This design comes from an exercise in tuning for small area on the open sky130 flow, not from production work. Only simulation tests tie the RTL to the original design; equivalence was not proved. Power and IR drop assume default switching activity.

==> flow/design.v (excerpt) <==
module vsc (
    input  wire        clk,
    input  wire        rst,             
    input  wire        host_wr,
    input  wire [3:0]  host_addr,       
    input  wire [31:0] host_wdata,
    output reg  [31:0] host_rdata,
    output wire        busy,
    output wire        bus_req,
    output reg  [2:0]  bus_op,          
    output wire [6:0]  bus_addr,
    output wire        bus_dir,         
    output wire [7:0]  bus_wdata,
    output wire        bus_nack,        
    input  wire        bus_rsp_valid,
    input  wire        bus_rsp_fail,    
    input  wire [7:0]  bus_rsp_data     
);
Settings: LEC_CHECK=0, CAP_MARGIN=20, CORE_MARGIN=2, CORE_UTILIZATION=40, SLEW_MARGIN=20; clock period 25.0 ns.
standard.sh (not shown) runs the stock make flow with config.mk's settings and CLKGATE_MAP_FILE= SYNTH_SCRIPT=/design/flow/synth_recipe.tcl, a recipe that flattens the netlist after the stock synthesis.
==> flow/flow/run.sh <==
#!/bin/bash
# Own layout flow: the standard ORFS flow (standard.sh) with these changes to how the
# layout is made:
#  - synthesis is the standard flow's (synth_recipe.tcl, unchanged), except that extract_fa is skipped and
#    Yosys's abc maps the combinational logic with flow/area.abc (area-oriented) instead of
#    ORFS's script (see flow/abc_hook.tcl); the registers are the standard synthesis's;
#  - port buffers use the smallest buffer cell (buf_1) instead of buffer_ports' default pick;
#  - CTS builds the clock tree from clkbuf_8 cells and inserts no dummy loads.
# make's full output goes to standard.log in this folder; each ORFS step also keeps its own
# log under orfs/logs/.
set -euo pipefail
export BUFFER_PORTS_ARGS="-buffer_cell sky130_fd_sc_hd__buf_1"
export CTS_ARGS="-sink_clustering_enable -repair_clock_nets -dont_use_dummy_load -buf_list sky130_fd_sc_hd__clkbuf_8"
export OWN_ABC_SCRIPT="$PWD/flow/area.abc"
cat flow/abc_hook.tcl synth_recipe.tcl > own_synth.tcl
sed 's#/synth_recipe\.tcl#/own_synth.tcl#g' standard.sh > own_standard.sh
grep -q own_synth.tcl own_standard.sh
bash own_standard.sh > standard.log 2>&1
==> flow/flow/abc_hook.tcl <==
# Two changes to how the standard flow's synthesis (synth_recipe.tcl, otherwise unchanged) maps the
# combinational logic; neither touches the registers, which dfflibmap has already mapped:
#  - extract_fa is skipped, so adders are left as plain gates for abc instead of being
#    mapped to fa/ha cells;
#  - abc runs with this flow's own script (flow/area.abc, an area-oriented mapping) in
#    place of the one ORFS picks.
proc extract_fa {args} {}
proc abc {args} {
  set i [lsearch -exact $args -script]
  if {$i >= 0} { lset args [expr {$i + 1}] $::env(OWN_ABC_SCRIPT) }
  yosys abc {*}$args
}
==> flow/flow/area.abc <==
strash
dch
amap
The starting point finished with timing, DRC and antenna clean.
Next try:
--- a/flow/config.mk
+++ b/flow/config.mk
@@ -7,5 +7,5 @@
 export LEC_CHECK = 0
-export CAP_MARGIN = 20
+export CAP_MARGIN = 0
 export CORE_MARGIN = 2
 export CORE_UTILIZATION = 40
-export SLEW_MARGIN = 20
+export SLEW_MARGIN = 0
Result: The changed run finished with timing, DRC and antenna clean; total power is about the same; design area is about the same; area after synthesis does not change; via count came out higher by 0.31%; sequential share of layout area is about the same.

* * *

run A:
vsc, a different RTL version from the one above (not shown whole).
For scale: ~180 flip-flops, ~100 I/O pins.
clock: 25.0 ns
lec_check: 0
cap_margin: 20
core_margin: 2
core_utilization: 40
slew_margin: 20
==> flow/flow/run.sh <==
#!/bin/bash
# Own layout flow: the standard ORFS flow (standard.sh) with these changes to how the
# layout is made:
#  - synthesis is the standard flow's (synth_recipe.tcl, unchanged), except that Yosys's abc maps the
#    combinational logic with flow/area.abc (area-oriented) instead of ORFS's script; the
#    registers are untouched by abc, so they are the standard synthesis's;
#  - port buffers use the smallest buffer cell (buf_1) instead of buffer_ports' default pick;
#  - CTS builds the clock tree from clkbuf_8 cells and inserts no dummy loads.
# make's full output goes to standard.log in this folder; each ORFS step also keeps its own
# log under orfs/logs/.
set -euo pipefail
export BUFFER_PORTS_ARGS="-buffer_cell sky130_fd_sc_hd__buf_1"
export CTS_ARGS="-sink_clustering_enable -repair_clock_nets -dont_use_dummy_load -buf_list sky130_fd_sc_hd__clkbuf_8"
export OWN_ABC_SCRIPT="$PWD/flow/area.abc"
cat flow/abc_hook.tcl synth_recipe.tcl > own_synth.tcl
sed 's#/synth_recipe\.tcl#/own_synth.tcl#g' standard.sh > own_standard.sh
grep -q own_synth.tcl own_standard.sh
bash own_standard.sh > standard.log 2>&1
==> flow/flow/abc_hook.tcl <==
# Yosys's abc, run with this flow's own ABC script (flow/area.abc, an area-oriented mapping)
# in place of the one ORFS picks. Everything else in the synthesis is the standard flow's, unchanged.
proc abc {args} {
  set i [lsearch -exact $args -script]
  if {$i >= 0} { lset args [expr {$i + 1}] $::env(OWN_ABC_SCRIPT) }
  yosys abc {*}$args
}
==> flow/flow/area.abc <==
strash
dch -f
amap
strash
dch -f
amap
## Diff of input files: run B against run A
--- a/flow/flow/run.sh
+++ b/flow/flow/run.sh
@@ -4,3 +4,3 @@
-#  - synthesis is the standard flow's (synth_recipe.tcl, unchanged), except that Yosys's abc maps the
-#    combinational logic with flow/area.abc (area-oriented) instead of ORFS's script; the
-#    registers are untouched by abc, so they are the standard synthesis's;
+#  - synthesis is the standard flow's (synth_recipe.tcl, unchanged), except that extract_fa is skipped and
+#    Yosys's abc maps the combinational logic with flow/area.abc (area-oriented) instead of
+#    ORFS's script (see flow/abc_hook.tcl); the registers are the standard synthesis's;
==> flow/flow/abc_hook.tcl <==
# Two changes to how the standard flow's synthesis (synth_recipe.tcl, otherwise unchanged) maps the
# combinational logic; neither touches the registers, which dfflibmap has already mapped:
#  - extract_fa is skipped, so adders are left as plain gates for abc instead of being
#    mapped to fa/ha cells;
#  - abc runs with this flow's own script (flow/area.abc, an area-oriented mapping) in
#    place of the one ORFS picks.
proc extract_fa {args} {}
proc abc {args} {
  set i [lsearch -exact $args -script]
  if {$i >= 0} { lset args [expr {$i + 1}] $::env(OWN_ABC_SCRIPT) }
  yosys abc {*}$args
}
==> flow/flow/area.abc <==
strash
dch
amap
Results
- Delta (run B minus run A): number of DRC violations after detailed-routing iteration 0 now smaller; area of the core fell 0.0011 sq mm.
- Sort run B and run A by inserted tap cell count desc -> top: run A
- Insertion delay to the later sink of the worst-skew pair of run B is on par with run A.
- The met1 track demand over resource was comparable across run B and run A.
- Compared with run A, run B is the less power-hungry design.
- In the metrics for run B and run A, the one carrying the lower length in cells of the worst reg-to-reg path is run B.
Input changes introduced in run C (baseline for comparison: run B):
--- a/flow/flow/run.sh
+++ b/flow/flow/run.sh
@@ -4,3 +4,3 @@
-#  - synthesis is the standard flow's (synth_recipe.tcl, unchanged), except that extract_fa is skipped and
-#    Yosys's abc maps the combinational logic with flow/area.abc (area-oriented) instead of
-#    ORFS's script (see flow/abc_hook.tcl); the registers are the standard synthesis's;
+#  - synthesis is the standard flow's (synth_recipe.tcl, unchanged), except that Yosys's abc maps the
+#    combinational logic with flow/area.abc (area-oriented) instead of ORFS's script; the
+#    registers are untouched by abc, so they are the standard synthesis's;
==> flow/flow/abc_hook.tcl <==
# Yosys's abc, run with this flow's own ABC script (flow/area.abc, an area-oriented mapping)
# in place of the one ORFS picks. Everything else in the synthesis is the standard flow's, unchanged.
proc abc {args} {
  set i [lsearch -exact $args -script]
  if {$i >= 0} { lset args [expr {$i + 1}] $::env(OWN_ABC_SCRIPT) }
  yosys abc {*}$args
}
## What came out
Run C finished end to end and its layout was clean on timing, DRC and antenna.
On sequential cell area share: between run C and run B, it ends up higher for run B.
Footprint of the multi-input gates is lower on run B
Between run C and run B, the total met2 wirelength after detailed routing is lower for run B.
On design area, the lower figure sits with run B, not run C.
Inputs modified between run C and run D:
- an added ABC_AREA of 1
==> flow/flow/run.sh <==
#!/bin/bash
# Own layout flow: the standard ORFS flow (standard.sh, standard synthesis unchanged),
# with two changes to how the layout is built:
#  - port buffers use the smallest buffer cell (buf_1) instead of buffer_ports' default pick;
#  - CTS builds the clock tree from clkbuf_8 cells and inserts no dummy loads.
# make's full output goes to standard.log in this folder; each ORFS step also keeps its own
# log under orfs/logs/.
set -euo pipefail
export BUFFER_PORTS_ARGS="-buffer_cell sky130_fd_sc_hd__buf_1"
export CTS_ARGS="-sink_clustering_enable -repair_clock_nets -dont_use_dummy_load -buf_list sky130_fd_sc_hd__clkbuf_8"
bash standard.sh > standard.log 2>&1
removed: flow/flow/abc_hook.tcl
removed: flow/flow/area.abc
### Flow results
Run D gives more maximum frequency than run C did.
Compared with run C, in run D worst clock skew has increased; headroom to the max-slew limit has decreased.
Measured against each other, run D and run C differ in part of the power in the clock network, the lower figure coming from run D.
Clock period minus final worst setup slack down 480 ps in run D wrt run C
Run D vs run C — fraction of area in non-clock buffers dropped 0.34 points.
The run showing the greater post-layout utilization of the core is run C.
Of the two values seen for critical-path cell with the highest stage delay, sky130_fd_sc_hd__nand3_2 was produced by run D and sky130_fd_sc_hd__nand3_1 by run C.
Looking at setup slack, run D sits 480 ps above run C.
Run comparison: run D top layer used by detailed routing met5; run C top layer used by detailed routing met4
Total routing usage reported by global routing ended up 0.67 points lower on run D than on run C.
Routed length per instance was higher in run C than in run D.

separate check: timing with driven ports:
How much do the figures lean on ideal ports? The routed layouts below were timed once more, with nothing changed but the port constraints.
Step 1 assumes that a clkbuf_16 drives the clock port and a buf_2 every other input.
Step 2, shift: input delay + t, output delay - t, t = (earliest + latest rising clock arrival at the registers) / 2. This alone moves slack from input paths to output paths.
Three values: ideal, step 1, step 2; two values: the first two.
| run | t, ns | setup WS [ns] | cell pins on the clock port's net |
|---|---|---|---|
| the first run of note 1 | 0.490 | 12.718 / 12.696 / 12.696 | 1 |
| the second run of note 1 | 0.491 | 12.703 / 12.681 / 12.681 | 1 |
| run A | 0.479 | 12.881 / 12.858 / 12.858 | 1 |
| run B | 0.489 | 13.190 / 13.168 / 13.168 | 1 |
| run C | 0.486 | 13.116 / 13.095 / 13.095 | 1 |
| run D | 0.497 | 13.595 / 13.570 / 13.570 | 1 |
After both steps every run listed still meets setup and hold. The setup slack of run D, which loses most, moves by -0.025 ns with the drivers and by -0.025 ns with both steps.
